Source: an optimization exercise on an open RTL-to-GDS flow (aim: small area, a short achievable clock period and few clock cycles). Production flows keep margins and buffers that such runs may drop. The RTL was checked by simulation tests, not by an equivalence proof against the original design. Power figures rest on the tool's default switching activity, not on a simulated workload.

## run 1
// frame_rx
module frame_rx (
    input  wire        clk,
    input  wire        rst,
    input  wire        cmd_valid,
    output wire        cmd_ready,
    input  wire [15:0] cmd_word,
    input  wire [7:0]  rx_avail,
    input  wire        rx_err,
    input  wire        rx_valid,
    input  wire [7:0]  rx_data,
    output wire        rx_ready,
    output reg         rsp_valid,
    output reg  [1:0]  rsp_status,
    output reg  [31:0] rsp_data,
    output reg         ev_valid,
    output reg         ev_hdr,
    output reg  [7:0]  ev_port,
    output reg  [7:0]  ev_data
);
    localparam [7:0] HM0 = 8'hA5, HM1 = 8'h5A;
    localparam [7:0] TM0 = 8'hC3, TM1 = 8'h3C;
    localparam [15:0] CRC_MAGIC = 16'hDBFA;    
    localparam [1:0] ST_OK = 2'd0, ST_IO_ERROR = 2'd1, ST_ILLEGAL = 2'd2;
    localparam [1:0] R_SYNC = 2'd0, R_HDR = 2'd1, R_BODY = 2'd2;
    function [15:0] crc_byte(input [15:0] c, input [7:0] d);
        integer k;
        reg [15:0] x;
        begin
            x = c ^ {8'h00, d};
            for (k = 0; k < 8; k = k + 1)
                x = x[0] ? ((x >> 1) ^ 16'hA001) : (x >> 1);
            crc_byte = x;
        end
    endfunction
    function [31:0] inc32(input [31:0] c, input ci);
        integer g, b;
        reg cy, run;
        begin
            run = ci;
            for (g = 0; g < 8; g = g + 1) begin
                cy = run;
  ...
For scale: about 4,400 cells after synthesis, about 1,300 flip-flops, ~92 I/O pins.
clock: 10.0 ns
lec_check: 0
cap_margin: 20
core_margin: 2
core_utilization: 55
cts_cluster_diameter: 120
cts_cluster_size: 24
place_density: 0.7
setup_slack_margin: 5
slew_margin: 20
tns_end_percent: 100
standard.sh (not shown) runs the stock make flow with config.mk's settings and CLKGATE_MAP_FILE= SYNTH_SCRIPT=/design/flow/synth_recipe.tcl, a recipe that flattens the netlist after the stock synthesis.
==> flow/flow/run.sh <==
#!/bin/bash
set -euo pipefail
bash standard.sh SETUP_SLACK_MARGIN=6.7 finish > std_flow.log 2>&1
Testbench counts of run 1, summed over its fixed seeds: cycles 46,664.
Setup changes, run 1 to run 2
diff --git a/flow/design.v b/flow/design.v
--- a/flow/design.v
+++ b/flow/design.v
@@ -71,28 +71,27 @@
     reg [6:0]  head;           
     reg        behind;         
     reg        cb_ok;          
     reg [7:0]  cb;
     reg [6:0]  ra_c;           
     reg [1:0]  rs;
     reg        hold, hold_a5;  
-    reg [5:0]  off;            
+    reg [2:0]  pos;            
     reg        sz_bad;
     reg [5:0]  h_size;
     reg [7:0]  h_port;
     reg [15:0] h_crc;
     reg [15:0] crc;
     reg [5:0]  rem;            
     reg        h5;             
     reg        t0_r, last_r;   
     reg        t0_ok, crc_ok;
     reg        tr_a5;          
     reg        m_found;        
     reg [6:0]  m_pos;
-    reg [5:0]  m_off;          
     reg        port_ok;
     reg        q_valid;
     reg [5:0]  q_ptr, q_size;
     reg [7:0]  q_port;
     reg [5:0]  d_ptr, d_left;
     reg        d_busy;         
     reg        i_msgs, i_crc, i_size, i_trl, i_norx;
@@ -137,15 +136,15 @@
     wire found    = m_found || pair_now;
     wire [6:0] k  = m_found ? m_pos : (cur - 7'd1);
     wire push     = step && ok_frame && port_ok;
     wire jump     = step && fail && m_found;      
     wire disp_idle = !d_busy && !q_valid;
     wire hdr_now  = push && disp_idle;            
     wire hdr_go   = q_valid && !d_busy;           
-    wire [15:0] crc_d   = crc_byte(crc, ((rs == R_HDR) && off[2]) ? 8'h00 : bin);
+    wire [15:0] crc_d   = crc_byte(crc, ((rs == R_HDR) && pos[2]) ? 8'h00 : bin);
     wire [15:0] crc_trl = crc_byte(crc_byte(crc, TM0), TM1);
     wire [6:0] c_next = cur + {6'd0, step};
     wire [6:0] w_next = wr + {6'd0, rx_vq};
     wire [5:0] raddr  = d_busy ? d_ptr : ra_c[5:0];
     wire [7:0] rdata  = mem[raddr];
     wire behind_next  = jump || (c_next != w_next);
     wire cb_ok_next   = behind_next && !jump && (behind && cb_ok && !step || !d_busy);
@@ -317,37 +316,36 @@
             end
             cur <= c_next;
             if (step) begin
                 if (rs == R_SYNC) begin
                     if (hold && hold_a5 && b_5a) begin
                         rs <= R_HDR;
                         hold <= 1'b0;
-                        off <= 6'd2;
+                        pos <= 3'd2;
                         crc <= CRC_MAGIC;
                         tr_a5 <= 1'b0;
                         m_found <= 1'b0;
                     end else begin
                         if (hold)
                             a_drop <= 7'd1;
                         hold <= 1'b1;
                         hold_a5 <= b_a5;
                         head <= cur;
                     end
                 end else begin
-                    off <= off + 6'd1;
-                    h5 <= (rs == R_HDR) && (off == 6'd4);
+                    pos <= pos + 3'd1;
+                    h5 <= (rs == R_HDR) && (pos == 3'd4);
                     crc <= crc_d;
                     tr_a5 <= b_a5;
                     if (!m_found && pair_now) begin
                         m_found <= 1'b1;
                         m_pos <= cur - 7'd1;
-                        m_off <= off - 6'd1;
                     end
                     if (rs == R_HDR) begin
-                        case (off[1:0])
+                        case (pos[1:0])
                             2'd2: begin
                                 sz_bad <= (bin > 8'd56);
                                 h_size <= bin[5:0];
                             end
                             2'd3: h_port <= bin;
                             2'd0: h_crc[7:0] <= bin;
                             default: h_crc[15:8] <= bin;
@@ -372,24 +370,24 @@
                         last_r <= 1'b0;
                     end
                     if (fail) begin
                         i_size <= hdr_end;
                         i_trl <= f_last && !tr_ok;
                         i_crc <= f_last && tr_ok;
                         if (found) begin
-                            a_drop <= {1'b0, m_found ? m_off : off - 6'd1};
+                            a_drop <= k - head;
                             head <= k;
                             cur <= k + 7'd2;
                             rs <= R_HDR;
-                            off <= 6'd2;
+                            pos <= 3'd2;
                             crc <= CRC_MAGIC;
                             tr_a5 <= 1'b0;
                             m_found <= 1'b0;
                         end else begin
-                            a_drop <= {1'b0, off};
+                            a_drop <= cur - head;
                             head <= cur;
                             hold <= 1'b1;
                             hold_a5 <= b_a5;
                             rs <= R_SYNC;
                         end
                     end else if (ok_frame) begin
                         i_msgs <= 1'b1;
Findings:
- Run 2 has completed all stages; timing, DRC and antenna checks passed.
- Run 1 ended with every stage complete and zero timing, DRC or antenna violations.
- Non-clock buffer share of cell area came out higher on run 2 than on run 1.
- Compared with run 1, in run 2 delay of the slowest critical-path stage saw an increase, combinational cell fraction of total power saw an increase.
- Run 2 vs run 1 — detailed-routed wire length on met2 dropped about 1.4%.
- Between run 2 and run 1, the final area does not differ in any meaningful way.
- Looking at uppermost layer routed, the met5 result is from run 2; the met4 one comes from run 1.
- For clock insertion delay at the later pin of the skew report, run 1 and run 2 come out practically identical.
- Run 1 → run 2: final cell count now sits lower; wire length decreased by 3.5% relative to the old numbers.
- The final-layout clock-cell area share was comparable across run 1 and run 2.
- Going from run 1 to run 2, the growth of design area from synthesis to finish was found to have gone up by 0.64 points.
- Taking run 1 as the reference point, the met1 usage in global routing of run 2 falls by 3.2 points.
Testbench counts of run 2, summed over its fixed seeds: cycles 46,664.

========
Another version of the RTL of frame_rx (not shown whole).
For scale: roughly 4400 cells after synthesis, roughly 1200 flip-flops, about 92 I/O pins, about 0.055 sq mm of cells after synthesis.
==> flow/design.v (excerpt) <==
module frame_rx (
    input  wire        clk,
    input  wire        rst,
    input  wire        cmd_valid,
    output wire        cmd_ready,
    input  wire [15:0] cmd_word,
    input  wire [7:0]  rx_avail,
    input  wire        rx_err,
    input  wire        rx_valid,
    input  wire [7:0]  rx_data,
    output wire        rx_ready,
    output reg         rsp_valid,
    output reg  [1:0]  rsp_status,
    output reg  [31:0] rsp_data,
    output reg         ev_valid,
    output reg         ev_hdr,
    output reg  [7:0]  ev_port,
    output reg  [7:0]  ev_data
);
==> flow/config.mk <==
export PLATFORM = sky130hd
export DESIGN_NAME = frame_rx
export DESIGN_NICKNAME = frame_rx
export VERILOG_FILES = /design/flow/design.v
export SDC_FILE = /design/flow/constraint.sdc
export NUM_CORES = 4
export LEC_CHECK = 0
export CAP_MARGIN = 20
export CORE_MARGIN = 2
export CORE_UTILIZATION = 55
export CTS_CLUSTER_DIAMETER = 120
export CTS_CLUSTER_SIZE = 24
export PLACE_DENSITY = 0.7
export SETUP_SLACK_MARGIN = 5
export SLEW_MARGIN = 20
export TNS_END_PERCENT = 100
==> flow/constraint.sdc <==
create_clock -name core_clock -period 10.0 [get_ports {clk}]
set_input_delay 2.0000 -clock core_clock [delete_from_list [all_inputs] [get_ports {clk}]]
set_output_delay 2.0000 -clock core_clock [all_outputs]
set_load 0.01 [all_outputs]
Scripts as last shown in full above: flow/flow/run.sh
Testbench counts at the start, summed over its fixed seeds: cycles 46,051.
Edit:
--- a/flow/design.v
+++ b/flow/design.v
@@ -33,21 +33,21 @@
         end
     endfunction
     function [31:0] inc32(input [31:0] c, input ci);
         integer g, b;
         reg cy, run;
         begin
             run = ci;
-            for (g = 0; g < 4; g = g + 1) begin
+            for (g = 0; g < 8; g = g + 1) begin
                 cy = run;
-                for (b = 0; b < 8; b = b + 1) begin
-                    inc32[8*g+b] = c[8*g+b] ^ cy;
-                    cy = c[8*g+b] & cy;
+                for (b = 0; b < 4; b = b + 1) begin
+                    inc32[4*g+b] = c[4*g+b] ^ cy;
+                    cy = c[4*g+b] & cy;
                 end
-                run = run & (&c[8*g +: 8]);
+                run = run & (&c[4*g +: 4]);
             end
         end
     endfunction
     function [31:0] add7(input [31:0] c, input [6:0] a);
         reg [7:0] lo;
         reg [31:0] up;
         begin
@@ -68,14 +68,15 @@
     reg [7:0]  mem [0:63];
     reg [6:0]  wr;             
     reg [6:0]  cur;            
     reg [6:0]  head;           
     reg        behind;         
     reg        cb_ok;          
     reg [7:0]  cb;
+    reg [6:0]  ra_c;           
     reg [1:0]  rs;
     reg        hold, hold_a5;  
     reg [5:0]  off;            
     reg        sz_bad;
     reg [5:0]  h_size;
     reg [7:0]  h_port;
     reg [15:0] h_crc;
@@ -111,21 +112,20 @@
     wire [31:0] n_msgs  = clr_pend ? 32'd0 : inc32(ctr_rcv_msgs, i_msgs);
     wire [31:0] n_bytes = clr_pend ? 32'd0 : add7(ctr_rcv_bytes, a_bytes);
     wire [31:0] n_drop  = clr_pend ? 32'd0 : add7(ctr_dropped, a_drop);
     wire [31:0] n_crc   = clr_pend ? 32'd0 : inc32(ctr_crc_err, i_crc);
     wire [31:0] n_size  = clr_pend ? 32'd0 : inc32(ctr_size_err, i_size);
     wire [31:0] n_trl   = clr_pend ? 32'd0 : inc32(ctr_trailer_err, i_trl);
     wire [31:0] n_norx  = clr_pend ? 32'd0 : inc32(ctr_no_receiver, i_norx);
-    wire [31:0] rd_drop = inc32(ctr_dropped, a_drop[0]);
     reg [31:0] ctr_sel;
     always @(*) begin
         case (arg[2:0])
             3'd0: ctr_sel = ctr_rcv_msgs;
             3'd1: ctr_sel = ctr_rcv_bytes;
-            3'd2: ctr_sel = rd_drop;
+            3'd2: ctr_sel = ctr_dropped;
             3'd3: ctr_sel = ctr_crc_err;
             3'd4: ctr_sel = ctr_size_err;
             3'd5: ctr_sel = ctr_trailer_err;
             default: ctr_sel = ctr_no_receiver;
         endcase
     end
     wire [7:0] bin  = behind ? cb : rx_q;
@@ -153,42 +153,43 @@
     wire [15:0] crc_trl = crc_byte(crc_byte(crc, TM0), TM1);
     wire [6:0] head_n = !step ? head :
                         (rs == R_SYNC) ? ((hold && hold_a5 && b_5a) ? head : cur) :
                         fail ? (found ? k : cur) :
                         ok_frame ? cur + 7'd1 : head;
     wire [6:0] c_next = cur + {6'd0, step};
     wire [6:0] w_next = wr + {6'd0, rx_vq};
-    wire [6:0] c_ra   = cur + {6'd0, behind && cb_ok};
-    wire [5:0] raddr  = d_busy ? d_ptr : c_ra[5:0];
+    wire [5:0] raddr  = d_busy ? d_ptr : ra_c[5:0];
     wire [7:0] rdata  = mem[raddr];
     wire behind_next  = jump || (c_next != w_next);
+    wire cb_ok_next   = behind_next && !jump && (behind && cb_ok && !step || !d_busy);
+    wire [6:0] cur_n  = (step && fail && found) ? k + 7'd2 : c_next;
     wire [5:0] dl_next = d_busy ? d_left - 6'd1 :
                          hdr_go ? q_size :
                          hdr_now ? h_size : 6'd0;
     wire q_next   = (push && !disp_idle) || (q_valid && d_busy);
     wire pre_ok    = !behind && rx_vq && !stall && t0_r && b_c3 &&
                      (crc_trl == h_crc) && port_ok && disp_idle;
     wire early_hdr = pre_ok && rd_act && rx_valid && (rx_data == TM1);
-    wire calm_next = rx_vq ? (!stall && ((rs == R_SYNC) || (rs == R_HDR && !off[2]) ||
+    wire calm_next = rx_vq ? (!stall && ((rs == R_HDR && !off[2]) ||
                                          (rs == R_BODY && !t0_r && !last_r)))
-                           : ((rs == R_SYNC) || (rs == R_HDR && !h5) ||
+                           : ((rs == R_SYNC && !hold) || (rs == R_HDR && !h5) ||
                               (rs == R_BODY && !last_r));
     wire early_fin = busy && rd_act && rx_valid && (rd_left == 7'd1) && !behind &&
                      calm_next && !q_next && (dl_next == 6'd0);
     wire fin = busy && !rd_act && !behind_next && !q_next && (dl_next == 6'd0);
     always @(posedge clk) begin
         if (rx_vq)
             mem[wr[5:0]] <= rx_q;
     end
     always @(posedge clk) begin
         rx_q <= rx_data;
         port_ok <= port_reg[h_port];
         reg_arg <= arg;
         if (!(behind && cb_ok && !step)) begin
-            if (c_ra == wr)
+            if (ra_c == wr)
                 cb <= rx_q;
             else
                 cb <= rdata;
         end
     end
     always @(posedge clk) begin
         if (rst) begin
@@ -201,14 +202,15 @@
             reg_pend <= 1'b0;
             rx_vq <= 1'b0;
             wr <= 7'd0;
             cur <= 7'd0;
             head <= 7'd0;
             behind <= 1'b0;
             cb_ok <= 1'b0;
+            ra_c <= 7'd0;
             rs <= R_SYNC;
             hold <= 1'b0;
             h5 <= 1'b0;
             t0_r <= 1'b0;
             last_r <= 1'b0;
             q_valid <= 1'b0;
             d_left <= 6'd0;
@@ -297,15 +299,16 @@
             if (rd_act && rx_valid) begin
                 rd_left <= rd_left - 7'd1;
                 if (rd_left == 7'd1)
                     rd_act <= 1'b0;
             end
             wr <= w_next;
             behind <= behind_next;
-            cb_ok <= behind_next && !jump && (behind && cb_ok && !step || !d_busy);
+            cb_ok <= cb_ok_next;
+            ra_c <= cur_n + {6'd0, behind_next && cb_ok_next};
             d_left <= dl_next;
             d_busy <= (dl_next != 6'd0);
             q_valid <= q_next;
             pre_hdr <= early_hdr;
             if (d_busy) begin
                 ev_valid <= 1'b1;
                 ev_data <= rdata;
=> The changed run ran to the end with no violations; flip-flop and latch count went up by 7; area after synthesis went up slightly; cell area went down by a few percent; power went down slightly; non-clock buffer count went down by 50; utilization went down by 2.3 points; count of clock-buffer cells in the layout does not change; setup slack got worse by 0.20 ns; global-route usage went down by 0.84 points; die area went up slightly; wire length went down by a few percent; fmax went down by a few percent; final cell count went up by a few percent.
Testbench counts after the change, summed over its fixed seeds: cycles 46,077.

==> static timing again, ports no longer ideal <==
The flow's constraints put no driver on any port. The routed layouts listed below were extracted and timed again, unchanged, in two steps. Step 1 assumes that a clkbuf_16 drives the clock port and a buf_2 every other input. Step 2 moves the port delays by t, midway between the first and last clock arrival at a register: inputs arrive t later, outputs are due t later. That takes back most of the time a late clock gives input paths. a / b / c = ideal / step 1 / step 2; a / b = the first two.
run | shift t [ns] | setup slack, ns | cell pins on the clock port's net
run 1 | 0.762 | 6.490 / 6.490 / 5.905 | 1
run 2 | 0.746 | 6.504 / 6.504 / 5.967 | 1
the first run of note 2 | 0.776 | 6.597 / 6.597 / 5.958 | 1
the second run of note 2 | 0.790 | 6.402 / 6.442 / 5.651 | 1
After both steps setup and hold are still met in every run listed. The setup slack of the second run of note 2, which loses most, moves by +0.040 ns with the drivers and by -0.751 ns with both steps.
